What follows belongs to an exercise in optimizing a design on an open flow for small area, a short achievable clock period and few clock cycles; a production flow would make more cautious choices. The RTL was checked by simulation tests, not by an equivalence proof against the original design. Power is estimated from default activity; no workload was simulated.

==> flow/design.v <==
module tcpu_apply (
    input  wire        clk,
    input  wire        rst,           
    input  wire        start,         
    input  wire [31:0] plen,          
    input  wire [24:0] tlen,          
    output wire        busy,
    output reg         done,          
    output wire [3:0]  result,
    output wire [3:0]  sub,
    output wire [31:0] errinfo,
    output wire [1:0]  pst,
    output reg  [31:0] psc,
    output wire [31:0] applied,
    output wire        src_re,
    output wire [29:0] src_addr,      
    input  wire [31:0] src_rdata,     
    output wire        tgt_we,
    output wire [22:0] tgt_addr,      
    output wire [3:0]  tgt_be,
    output wire [31:0] tgt_wdata
);
    localparam [39:0] PATCH_MAGIC = 40'h5041544348;  
    localparam [23:0] EOF_MARK    = 24'h454F46;      
    localparam [2:0] S_IDLE  = 3'd0,
                     S_HDR   = 3'd1,    
                     S_REC   = 3'd2,    
                     S_RUN   = 3'd3,    
                     S_LIT   = 3'd4,    
                     S_RLE   = 3'd5,    
                     S_SKIP  = 3'd6;    
    localparam [1:0] OC_NONE = 2'd0,    
                     OC_OK   = 2'd1,    
                     OC_CORR = 2'd2,    
                     OC_WF   = 2'd3;    
    reg [2:0]  state;
    reg [1:0]  oc;
    reg [2:0]  subc;
    reg [29:0] apc;           
    reg [31:0] av;            
    reg        q0v;           
    reg [31:0] q0;
    reg [22:0] wa;            
    reg [1:0]  lstart;        
    reg [15:0] nrem;          
    reg        lastr;         
    reg [7:0]  fill;
    reg [3:0]  tmask;         
    reg [1:0]  rot;           
    reg        rwrap;         
    reg        we_r;
    reg [3:0]  be_r;
    reg [22:0] addr_r;
    reg [31:0] wdata_r;
    assign busy    = state != S_IDLE;
    assign result  = {1'b0, oc[1], 1'b0, oc[1] & oc[0]};
    assign sub     = {1'b0, subc};
    assign pst     = {oc == OC_CORR, oc == OC_OK};
    assign applied = {2'd0, apc};
    assign errinfo = (oc == OC_CORR) ? psc :
                     (oc == OC_WF)   ? {7'd0, wa, lstart} : {2'd0, apc};
    wire [31:0] hi    = rwrap ? q0 : src_rdata;
    wire [63:0] win   = {hi, q0} >> {rot, 3'b000};
    wire [7:0]  b0 = win[7:0], b1 = win[15:8], b2 = win[23:16],
                b3 = win[31:24], b4 = win[39:32];
    wire [23:0] f_off  = {b0, b1, b2};
    wire [15:0] f_size = {b3, b4};
    wire [15:0] f_run  = {b0, b1};
    wire        av_hi0  = ~|av[31:17];
    wire        av_hi2  = av_hi0 && ~|av[16:3];
    wire        av0     = av_hi2 && ~|av[2:0];
    wire        av_lt3  = av_hi2 && !av[2] && !(av[1] && av[0]);
    wire        av_lt5  = av_hi2 && !(av[2] && (av[1] || av[0]));
    wire        c6r     = av_hi0 && !av[16] && (av[15:0] < nrem);
    wire        skip   = state == S_SKIP;
    wire [3:0]  lane_ge = 4'b1111 << lstart;
    reg  [3:0]  lane_lt;      
    always @(*) begin
        case ({!lastr || nrem[2], nrem[1:0]})
            3'b000: lane_lt = 4'b0000;
            3'b001: lane_lt = 4'b0001 << lstart;
            3'b010: lane_lt = 4'b0011 << lstart;
            3'b011: lane_lt = 4'b0111 << lstart;
            default: lane_lt = 4'b1111;
        endcase
    end
    wire [3:0]  inrange = lane_ge & lane_lt;
    wire [3:0]  badl    = inrange & ~tmask;
    wire        wfail   = |badl;
    wire [1:0]  fail_lane = badl[0] ? 2'd0 : badl[1] ? 2'd1 : badl[2] ? 2'd2 : 2'd3;
    wire [2:0]  room  = skip ? 3'd4 : 3'd4 - {1'b0, lstart};
    wire        last  = lastr;
    wire [2:0]  k     = last ? nrem[2:0] : room;
    wire [3:0]  room4 = {1'b0, room} + 4'd4;
    wire        last_nx = (nrem[15:4] == 12'd0) && (nrem[3:0] <= room4);
    wire        lpop  = ({1'b0, psc[1:0]} + k) >= 3'd4;
    wire        lit_go = (state == S_LIT) && q0v && !c6r;
    wire        rle_go = (state == S_RLE);
    wire [22:0] wa_nx  = (state == S_REC) ? {1'b0, f_off[23:2]} : wa + 23'd1;
    wire [22:0] tw     = tlen[24:2];
    reg  [3:0]  tmask_nx;
    always @(*) begin
        if (wa_nx < tw)
            tmask_nx = 4'b1111;
        else if (wa_nx == tw)
            tmask_nx = (4'b0001 << tlen[1:0]) - 4'd1;
        else
            tmask_nx = 4'b0000;
    end
    reg [2:0] inc;
    always @(*) begin
        inc = 3'd0;
        case (state)
            S_HDR:  if (q0v && !av_lt5) inc = 3'd5;
            S_REC:  if (q0v && !av_lt3) inc = av_lt5 ? 3'd3 : 3'd5;
            S_RUN:  if (q0v && !av_lt3) inc = 3'd3;
            S_LIT:  if (q0v && !c6r) inc = k;
            S_SKIP: inc = k;
            default: inc = 3'd0;
        endcase
    end
    wire [1:0]  p5     = psc[1:0] + 2'd1;      
    wire [28:0] pinc   = psc[31:3] + 29'd1;
    wire [3:0]  plo    = {1'b0, psc[2:0]} + {1'b0, inc};
    wire [3:0]  p3lo   = {1'b0, psc[2:0]} + 4'd3;
    wire        eofx   = (state == S_REC) && q0v && !av_lt3 && (f_off == EOF_MARK);
    wire [3:0]  pnlo   = eofx ? p3lo : plo;
    wire [31:0] psc_nx = {pnlo[3] ? pinc : psc[31:3], pnlo[2:0]};
    wire [28:0] adec   = av[31:3] - 29'd1;
    reg [2:0] ainc;
    always @(*) begin
        ainc = 3'd0;
        case (state)
            S_HDR:  if (q0v) ainc = 3'd5;
            S_REC:  if (q0v) ainc = 3'd5;
            S_RUN:  if (q0v) ainc = 3'd3;
            S_LIT:  if (q0v) ainc = k;
            S_SKIP: ainc = k;
            default: ainc = 3'd0;
        endcase
    end
    wire [3:0]  alo    = {1'b0, av[2:0]} - {1'b0, ainc};
    wire [31:0] av_nx  = {alo[3] ? adec : av[31:3], alo[2:0]};
    reg [1:0] pop;
    always @(*) begin
        case (state)
            S_HDR:   pop = 2'd1;
            S_REC:   pop = (psc[1:0] == 2'd3) ? 2'd2 : 2'd1;
            S_RUN:   pop = (psc[1:0] != 2'd0) ? 2'd1 : 2'd0;
            S_LIT:   pop = lpop ? 2'd1 : 2'd0;
            default: pop = 2'd0;
        endcase
        if (!q0v) pop = 2'd0;
    end
    assign src_re    = !busy || !q0v || (pop != 2'd0);
    assign src_addr  = !busy ? 30'd0 :
                       {(q0v || psc[2]) ? pinc : psc[31:3], ~(q0v ^ psc[2])};
    wire [3:0]  be_c     = (lit_go || rle_go) ? (inrange & tmask) : 4'b0000;
    assign tgt_addr  = addr_r;
    assign tgt_be    = be_r;
    assign tgt_we    = we_r;
    assign tgt_wdata = wdata_r;
    always @(posedge clk) begin
        if (rst) begin
            we_r <= 1'b0;
            be_r <= 4'b0000;
        end else begin
            we_r <= |be_c;
            be_r <= be_c;
        end
        addr_r  <= wa;
        wdata_r <= rle_go ? {4{fill}} : win[31:0];
    end
    task finish;
        input [1:0] c;
        input [2:0] s;
        begin
            oc    <= c;
            subc  <= s;
            done  <= 1'b1;
            state <= S_IDLE;
        end
    endtask
    always @(posedge clk) begin
        if (rst) begin
            state <= S_IDLE;
            done  <= 1'b0;
            oc    <= OC_NONE;
            subc  <= 3'd0;
            psc   <= 32'd0;
            apc   <= 30'd0;
            q0v   <= 1'b0;
        end else begin
            done <= 1'b0;
            psc  <= psc_nx;
            av   <= av_nx;
            if (!(state == S_LIT && !q0v)) begin
                rot   <= plo[1:0];
                rwrap <= 1'b0;
            end
            if (busy) begin
                if (!q0v) begin
                    q0  <= src_rdata;
                    q0v <= 1'b1;
                end else if (pop == 2'd1) begin
                    q0  <= src_rdata;
                end else if (pop == 2'd2) begin
                    q0v <= 1'b0;
                end
            end
            case (state)
            S_IDLE: begin
                if (start) begin
                    psc    <= 32'd0;
                    av     <= plen;
                    apc    <= 30'd0;
                    q0v    <= 1'b0;
                    lstart <= 2'd0;
                    rot    <= 2'd0;
                    rwrap  <= 1'b0;
                    state  <= S_HDR;
                end
            end
            S_HDR: if (q0v) begin
                if (av_lt5)
                    finish(OC_CORR, 3'd1);
                else if ({b0, b1, b2, b3, b4} != PATCH_MAGIC)
                    finish(OC_CORR, 3'd2);
                else
                    state <= S_REC;
            end
            S_REC: if (q0v) begin
                wa     <= wa_nx;
                tmask  <= tmask_nx;
                lstart <= f_off[1:0];
                nrem   <= f_size;
                lastr  <= {14'd0, f_size} <= 16'd4 - {14'd0, f_off[1:0]};
                if (av0)
                    finish(OC_OK, 3'd1);
                else if (av_lt3)
                    finish(OC_CORR, 3'd3);
                else if (f_off == EOF_MARK)
                    finish(OC_OK, 3'd0);
                else if (av_lt5)
                    finish(OC_CORR, 3'd4);
                else if (f_size == 16'd0)
                    state <= S_RUN;
                else
                    state <= S_LIT;    
                if (f_size != 16'd0) begin
                    rot   <= p5 - f_off[1:0];
                    rwrap <= p5 < f_off[1:0];
                end
            end
            S_RUN: if (q0v) begin
                nrem <= f_run;
                lastr <= {14'd0, f_run} <= 16'd4 - {14'd0, lstart};
                fill <= b2;
                if (av_lt3)
                    finish(OC_CORR, 3'd5);
                else
                    state <= S_RLE;
            end
            S_LIT, S_RLE: if (state == S_LIT && c6r) begin
                finish(OC_CORR, 3'd6);
            end else if (state == S_RLE || q0v) begin
                nrem  <= nrem - {13'd0, k};
                lastr <= last_nx;
                if (wfail) begin
                    lstart <= fail_lane;
                    state  <= S_SKIP;
                    if (!(state == S_LIT && !last)) begin
                        nrem  <= 16'd0;
                        lastr <= 1'b1;
                    end
                end else begin
                    wa     <= wa_nx;
                    tmask  <= tmask_nx;
                    lstart <= 2'd0;
                    if (last) begin
                        apc   <= apc + 30'd1;
                        state <= S_REC;
                    end
                end
            end
            S_SKIP: begin
                nrem  <= nrem - {13'd0, k};
                lastr <= last_nx;
                if (last)
                    finish(OC_WF, 3'd0);
            end
            default: state <= S_IDLE;
            endcase
        end
    end
endmodule
export LEC_CHECK = 0
export CAP_MARGIN = 20
export CORE_MARGIN = 2
export CORE_UTILIZATION = 65
export SETUP_SLACK_MARGIN = 4
export SLEW_MARGIN = 20
create_clock -name core_clock -period 8.0 [get_ports {clk}]
standard.sh (not shown) runs the stock make flow with config.mk's settings and CLKGATE_MAP_FILE= SYNTH_SCRIPT=/design/flow/synth_recipe.tcl, a recipe that flattens the netlist after the stock synthesis.
==> flow/flow/run.sh <==
#!/bin/bash
# The standard layout (standard.sh: ORFS from synthesis to finish), except that each
# port gets the smallest plain buffer, sky130_fd_sc_hd__buf_1, where buffer_ports would
# otherwise pick the delay cell clkdlybuf4s50_1. Every port is still buffered, and the
# timing repair that follows may resize these buffers as it does any other cell.
set -euo pipefail
export BUFFER_PORTS_ARGS="-buffer_cell sky130_fd_sc_hd__buf_1"
bash standard.sh > standard.log 2>&1
Testbench counts at the start, summed over its fixed seeds: cycles 37,175.
Then changed:
Settings changed: CORE_UTILIZATION 65 to 60, GPL_ROUTABILITY_DRIVEN set to 0, SETUP_SLACK_MARGIN 4 to 3.5.
Via count falls by 7.6%.
Worst setup slack got worse by 120 ps.
Die area rises by about 8%.
Then changed:
==> flow/run.sh (new file) <==
#!/bin/bash
# synth_recipe.tcl (not shown) runs the flow's synth.tcl, then flattens the netlist and writes it again
# the make line also repeats each setting of config.mk as NAME=value (left out here)
make -C /OpenROAD-flow-scripts/flow DESIGN_CONFIG=/design/flow/config.mk WORK_HOME=/design/flow/orfs CLKGATE_MAP_FILE= SYNTH_SCRIPT=/design/flow/synth_recipe.tcl finish
Settings changed: CORE_UTILIZATION 60 to 40, GPL_ROUTABILITY_DRIVEN 0 to unset, SETUP_SLACK_MARGIN 3.5 to 3.
removed: flow/flow/run.sh
removed: flow/standard.sh
Register-to-register slack degrades by 500 ps.
Wire length rose by 11%.
Power rose by 4.6%.
Via count fell by 2.3%.
Die area rose by 49%.
Clock power is about the same.
Hold slack degrades by 18 ps.
Then changed:
==> flow/flow/run.sh (new file) <==
#!/bin/bash
# The standard layout (standard.sh: ORFS from synthesis to finish), except that each
# port gets the smallest plain buffer, sky130_fd_sc_hd__buf_1, where buffer_ports would
# otherwise pick the delay cell clkdlybuf4s50_1. Every port is still buffered, and the
# timing repair that follows may resize these buffers as it does any other cell.
set -euo pipefail
export BUFFER_PORTS_ARGS="-buffer_cell sky130_fd_sc_hd__buf_1"
bash standard.sh > standard.log 2>&1
==> flow/standard.sh (new file) <==
#!/bin/bash
# synth_recipe.tcl (not shown) runs the flow's synth.tcl, then flattens the netlist and writes it again
# the make line also repeats each setting of config.mk as NAME=value (left out here)
make -C /OpenROAD-flow-scripts/flow DESIGN_CONFIG=/design/flow/config.mk WORK_HOME=/design/flow/orfs CLKGATE_MAP_FILE= SYNTH_SCRIPT=/design/flow/synth_recipe.tcl "${@:-finish}"
Settings changed: CORE_UTILIZATION 40 to 60.
removed: flow/run.sh
Sequential cell count is unchanged.
Wire length falls by 11%.
Total power falls by 6.0%.
Clock-buffer cell count rises by 6.
Global-route usage rises by 8.5 points.
Then changed:
Settings changed: SETUP_SLACK_MARGIN 3 to 3.5.
The new run finished clean.
Register-to-register slack improved by 280 ps.
Hold slack got worse by 12 ps.
Area after synthesis stays the same.
Via count rose by about 2%.
Clock-buffer cell count fell by 12.
Then changed:
Settings changed: CORE_UTILIZATION 60 to 70.
Result: Final area decreases by 0.56%. Flip-flop and latch count does not change. Wire length increases by 1.9%. Worst setup slack gets worse by 34 ps. Via count rises by 4.2%. Total power is about the same. Critical path depth goes down by 4.

static timing again, ports no longer ideal:
The results above use ideal ports. As a check the final layouts listed here were re-extracted and re-timed, cells and wires unchanged. Step 1, drivers: a clkbuf_16 drives clk and a buf_2 each remaining input, both assumed. Step 2 adds t to the input delays and takes it off the output delays; t is the mean of the earliest and latest rising clock arrival at the registers after step 1. Input paths then give back, and output paths get back, about the clock's delay inside the block. Three values: ideal ports, drivers, drivers and shift; two values: the first two.
run	shift t [ns]	slack for setup (ns)	worst hold slack (ns)	slew at the worst register clock pin (ns)
the first run	0.607	3.712 / 3.661 / 3.303	0.480 / 0.480 / 0.480	0.07 / 0.07
the second run	0.609	3.591 / 3.539 / 3.054	0.479 / 0.479 / 0.479	0.07 / 0.07
the third run	0.613	3.139 / 3.137 / 2.551	0.462 / 0.462 / 0.462	0.07 / 0.07
the fourth run	0.609	3.233 / 3.180 / 2.770	0.481 / 0.481 / 0.481	0.07 / 0.07
the fifth run	0.605	3.586 / 3.532 / 3.081	0.469 / 0.469 / 0.469	0.07 / 0.07
the sixth run	0.589	3.552 / 3.516 / 2.991	0.453 / 0.453 / 0.453	0.06 / 0.06
After both steps setup and hold are still met in every run listed. For the third run, which loses most, drivers alone change the setup slack by -0.002 ns; drivers and shift together by -0.588 ns.
